Source: an optimization exercise on an open RTL-to-GDS flow (aim: small area). Production flows keep margins and buffers that such runs may drop.
The RTL was checked by simulation tests, not by an equivalence proof against the original design.
No activity file was given, so power comes from the tool's default toggle rates.

==> flow/design.v (excerpt) <==
module zz_extract (
    input  wire        clk,
    input  wire        rst,
    input  wire        reg_valid,
    input  wire        reg_we,
    input  wire [7:0]  reg_addr,
    input  wire [31:0] reg_wdata,
    output wire [31:0] reg_rdata,
    output wire        coef_req,
    output wire [15:0] coef_row,
    output wire [15:0] coef_col,
    input  wire [15:0] coef_rdata,
    output wire        pay_we,
    output wire [31:0] pay_addr,
    output reg  [7:0]  pay_wdata
);
Size in the first run: ~950 cells after synthesis, about 150 flip-flops, roughly 170 I/O pins, about 8200 um^2 of cells after synthesis.
==> module zz_extract, before the edit <==
module zz_extract (
    input  wire        clk,
    input  wire        rst,
    input  wire        reg_valid,
    input  wire        reg_we,
    input  wire [7:0]  reg_addr,
    input  wire [31:0] reg_wdata,
    output wire [31:0] reg_rdata,
    output wire        coef_req,
    output wire [15:0] coef_row,
    output wire [15:0] coef_col,
    input  wire [15:0] coef_rdata,
    output wire        pay_we,
    output wire [31:0] pay_addr,
    output reg  [7:0]  pay_wdata
);
    reg [1:0]  ph;
    wire busy = ph[0];
    wire scan = ph == 2'b01;
    wire done = ph == 2'b10;
    reg [15:0] grid_h, grid_w;
    reg [12:0] by, bx;           
    reg [2:0]  r, c;             
    reg        vq;               
    reg        hok;              
    reg        drain;            
    reg [28:0] cb;
    reg [2:0]  j;
    reg [31:0] len;
    reg [7:1]  acc;              
    reg [5:0]  sel;              
    wire eqy      = (by == grid_h[15:3]);
    wire eqx      = (bx == grid_w[15:3]);
    wire rowok    = !eqy || (r < grid_h[2:0]);
    wire colok    = !eqx || (c < grid_w[2:0]);
    wire rowempty = eqy && (grid_h[2:0] == 3'd0);
    wire colempty = eqx && (grid_w[2:0] == 3'd0);
    wire blk_end  = (r == 3'd7 && c == 3'd7) || rowempty || colempty;
    wire finish   = rowempty ||
                    (blk_end && eqx && (eqy || (colempty && bx == 13'd0)));
    assign coef_req = scan && rowok && colok;
    assign coef_row = {by, r};
    assign coef_col = {bx, c};
    reg [2:0] r_n, c_n;
    always @(*) begin
        r_n = r;
        c_n = c;
        if (!(r[0] ^ c[0])) begin
            if (c == 3'd7)      r_n = r + 3'd1;
            else if (r == 3'd0) c_n = c + 3'd1;
            else begin          r_n = r - 3'd1; c_n = c + 3'd1; end
        end else begin
            if (r == 3'd7)      c_n = c + 3'd1;
            else if (c == 3'd0) r_n = r + 3'd1;
            else begin          r_n = r + 3'd1; c_n = c - 3'd1; end
        end
    end
    wire [12:0] bxi, byi;
    wire [13:0] bxc, byc;
    assign bxc[0] = 1'b1;
    assign byc[0] = 1'b1;
    genvar g;
    generate
        for (g = 0; g < 13; g = g + 1) begin : g_binc
            assign bxi[g]   = bx[g] ^ bxc[g];
            assign bxc[g+1] = bx[g] & bxc[g];
            assign byi[g]   = by[g] ^ byc[g];
            assign byc[g+1] = by[g] & byc[g];
        end
    endgenerate
    wire usable = !((coef_rdata[15:1] == 15'd0) || (&coef_rdata));
    wire bitv   = coef_rdata[0];
    wire take   = vq && usable;
    wire eqlen  = ({3'd0, cb} == len);
    wire full   = drain || eqlen;           
    wire a0 = busy || (sel[4] && j != 3'd0);
    wire a2 = !busy && sel[5] && hok;
    wire [28:0] sum;
    wire [3:0]  cy;
    assign sum[0] = cb[0] ^ a0;
    assign cy[1]  = cb[0] & a0;
    assign sum[1] = cb[1] ^ cy[1];
    assign cy[2]  = cb[1] & cy[1];
    assign sum[2] = cb[2] ^ cy[2] ^ a2;
    assign cy[3]  = (cb[2] & cy[2]) | (cb[2] & a2) | (cy[2] & a2);
    wire [29:3] cr;
    assign cr[3] = cy[3];
    generate
        for (g = 3; g < 29; g = g + 1) begin : g_sum
            assign sum[g] = cb[g] ^ cr[g];
            if (g == 15) begin : g_skip
                assign cr[16] = cy[3] & (&cb[15:3]);
            end else begin : g_rip
                assign cr[g+1] = cb[g] & cr[g];
            end
        end
    endgenerate
    assign pay_we   = take && hok && !full;
    assign pay_addr = {3'd0, cb};
    integer i;
    always @(*) begin
        pay_wdata[0] = 1'b0;
        for (i = 1; i < 8; i = i + 1)
            pay_wdata[i] = (j > 3'd7 - i) ? acc[i] : 1'b0;
        for (i = 0; i < 8; i = i + 1)
            if (j == 3'd7 - i) pay_wdata[i] = bitv;
    end
    wire host_wr   = reg_valid && reg_we && !busy;
    wire wr_ctrl   = host_wr && reg_addr == 8'h00;
    wire cmd_start = wr_ctrl && reg_wdata[0];
    wire op_init   = wr_ctrl && (reg_wdata[0] || reg_wdata[1]);
    wire a_ok   = reg_addr[7:5] == 3'd0 && reg_addr[1:0] == 2'd0;
    wire a_olen = a_ok && reg_addr[4:2] == 3'd5;
    wire under  = hok && !full;
    wire [8:0] status = {done && !hok, 3'd0, hok, !busy && under,
                         done && !hok, done, busy};
    assign reg_rdata = ({32{sel[0]}} & {23'd0, status})
                     | ({32{sel[1]}} & {16'd0, grid_h})
                     | ({32{sel[2]}} & {16'd0, grid_w})
                     | ({32{sel[3]}} & len)
                     | ({32{sel[4]}} & {3'd0, sum})
                     | ({32{sel[5]}} & {sum, j});
    always @(posedge clk) begin
        sel[0] <= a_ok && reg_addr[4:2] == 3'd1;
        sel[1] <= a_ok && reg_addr[4:2] == 3'd2;
        sel[2] <= a_ok && reg_addr[4:2] == 3'd3;
        sel[3] <= a_ok && reg_addr[4:2] == 3'd4 || a_olen && hok && full;
        sel[4] <= a_olen && under;
        sel[5] <= a_ok && reg_addr[4:2] == 3'd6;
        acc[7 - j] <= bitv;
        vq <= coef_req && !rst;
        if (rst) begin
            ph     <= 2'b00;
            grid_h <= 16'd0;
            grid_w <= 16'd0;
        end else begin
            if (host_wr && reg_addr == 8'h08) grid_h <= reg_wdata[15:0];
            if (host_wr && reg_addr == 8'h0C) grid_w <= reg_wdata[15:0];
            if (op_init)
                ph <= cmd_start ? 2'b01 : 2'b00;
            else if (ph == 2'b11)
                ph <= 2'b10;
            else if (scan && finish)
                ph <= 2'b11;
        end
        if (!scan || blk_end) begin
            r <= 3'd0;
            c <= 3'd1;
        end else begin
            r <= r_n;
            c <= c_n;
        end
        if (!scan) begin
            by <= 13'd0;
            bx <= 13'd0;
        end else if (blk_end) begin
            if (eqx) begin
                bx <= 13'd0;
                by <= byi;
            end else begin
                bx <= bxi;
            end
        end
        if (rst || op_init) begin
            hok   <= 1'b0;
            drain <= 1'b0;
            cb    <= 29'd0;
            j     <= 3'd0;
            len   <= 32'd0;
        end else begin
            if (hok && eqlen) drain <= 1'b1;
            if (take) begin
                if (!hok) len <= {len[30:0], bitv};
                if (!hok && cb[1:0] == 2'b11 && j == 3'd7) begin
                    hok <= 1'b1;
                    cb  <= 29'd0;
                    j   <= 3'd0;
                end else begin
                    j <= j + 3'd1;
                    if (j == 3'd7) cb <= sum;
                end
            end
        end
    end
endmodule
clock: 8.5 ns
lec_check: 0
cap_margin: 20
core_margin: 2
core_utilization: 40
cts_buf_list: sky130_fd_sc_hd__clkbuf_4
slew_margin: 20
standard.sh (not shown) runs the stock make flow with config.mk's settings and CLKGATE_MAP_FILE= SYNTH_SCRIPT=/design/flow/synth_recipe.tcl, a recipe that flattens the netlist after the stock synthesis.
==> flow/flow/run.sh <==
#!/bin/bash
# Layout flow: the standard ORFS flow (standard synthesis unchanged),
# with two placement/CTS choices made through ORFS's own variables:
#  - port buffers use the smallest buffer cell (buf_1) instead of the
#    default clkdlybuf4s50_1; every input and output port is still buffered;
#  - clock tree built from clkbuf_4 cells, without dummy load cells.
# The full output of the flow goes to flow_standard.log in the work folder;
# ORFS keeps per-step logs under orfs/logs.
set -euo pipefail
export BUFFER_PORTS_ARGS="-buffer_cell sky130_fd_sc_hd__buf_1"
export CTS_ARGS="-sink_clustering_enable -repair_clock_nets -buf_list sky130_fd_sc_hd__clkbuf_4 -sink_buffer_max_cap_derate 0.6 -dont_use_dummy_load"
bash standard.sh > flow_standard.log 2>&1
Then changed:
--- a/flow/design.v
+++ b/flow/design.v
@@ -98,13 +98,13 @@
     assign pay_we   = take && hok && !full;
     assign pay_addr = {3'd0, cb};
     integer i;
     always @(*) begin
         pay_wdata[0] = 1'b0;
         for (i = 1; i < 8; i = i + 1)
-            pay_wdata[i] = (j > 3'd7 - i) ? acc[i] : 1'b0;
+            pay_wdata[i] = acc[i];
         for (i = 0; i < 8; i = i + 1)
             if (j == 3'd7 - i) pay_wdata[i] = bitv;
     end
     wire host_wr   = reg_valid && reg_we && !busy;
     wire wr_ctrl   = host_wr && reg_addr == 8'h00;
     wire cmd_start = wr_ctrl && reg_wdata[0];
@@ -124,13 +124,16 @@
         sel[0] <= a_ok && reg_addr[4:2] == 3'd1;
         sel[1] <= a_ok && reg_addr[4:2] == 3'd2;
         sel[2] <= a_ok && reg_addr[4:2] == 3'd3;
         sel[3] <= a_ok && reg_addr[4:2] == 3'd4 || a_olen && hok && full;
         sel[4] <= a_olen && under;
         sel[5] <= a_ok && reg_addr[4:2] == 3'd6;
-        acc[7 - j] <= bitv;
+        if (take && (j == 3'd7 || !hok))
+            acc <= 7'd0;
+        else
+            acc[7 - j] <= bitv;
         vq <= coef_req && !rst;
         if (rst) begin
             ph     <= 2'b00;
             grid_h <= 16'd0;
             grid_w <= 16'd0;
         end else begin
=>
- critical path depth came out higher by 1
- maximum frequency came out lower by 0.78%
- design area came out lower by 0.94%
- power hardly moves
- setup slack is worse by 0.057 ns
- wire length came out lower by 2.5%
- core utilization came out higher by 0.89 points
- sequential power hardly moves
- via count came out lower by 4.6%
- hold slack is better by 0.017 ns

## afterwards: timing with drivers on the ports
No port has a modelled driver above. Below, the same layouts with a new extraction and two added sets of constraints. Step 1, drivers: a clkbuf_16 drives clk and a buf_2 each remaining input, both assumed. Step 2 also shifts input and output timing later by t, the mid clock arrival at the registers, as if the neighbouring blocks saw the same clock. a / b / c = no drivers / after step 1 / after step 2; a / b = the first two.
run	t (ns)	setup slack, ns	worst setup path after step 2	latest minus earliest clock arrival (ns)	slew at the worst register clock pin (ns)
the first run	0.558	1.284 / 1.247 / 1.805	register to output	0.039 / 0.039	0.12 / 0.12
the second run	0.577	1.227 / 1.190 / 1.766	register to output	0.033 / 0.033	0.12 / 0.12
After both steps setup and hold are still met in every run listed.
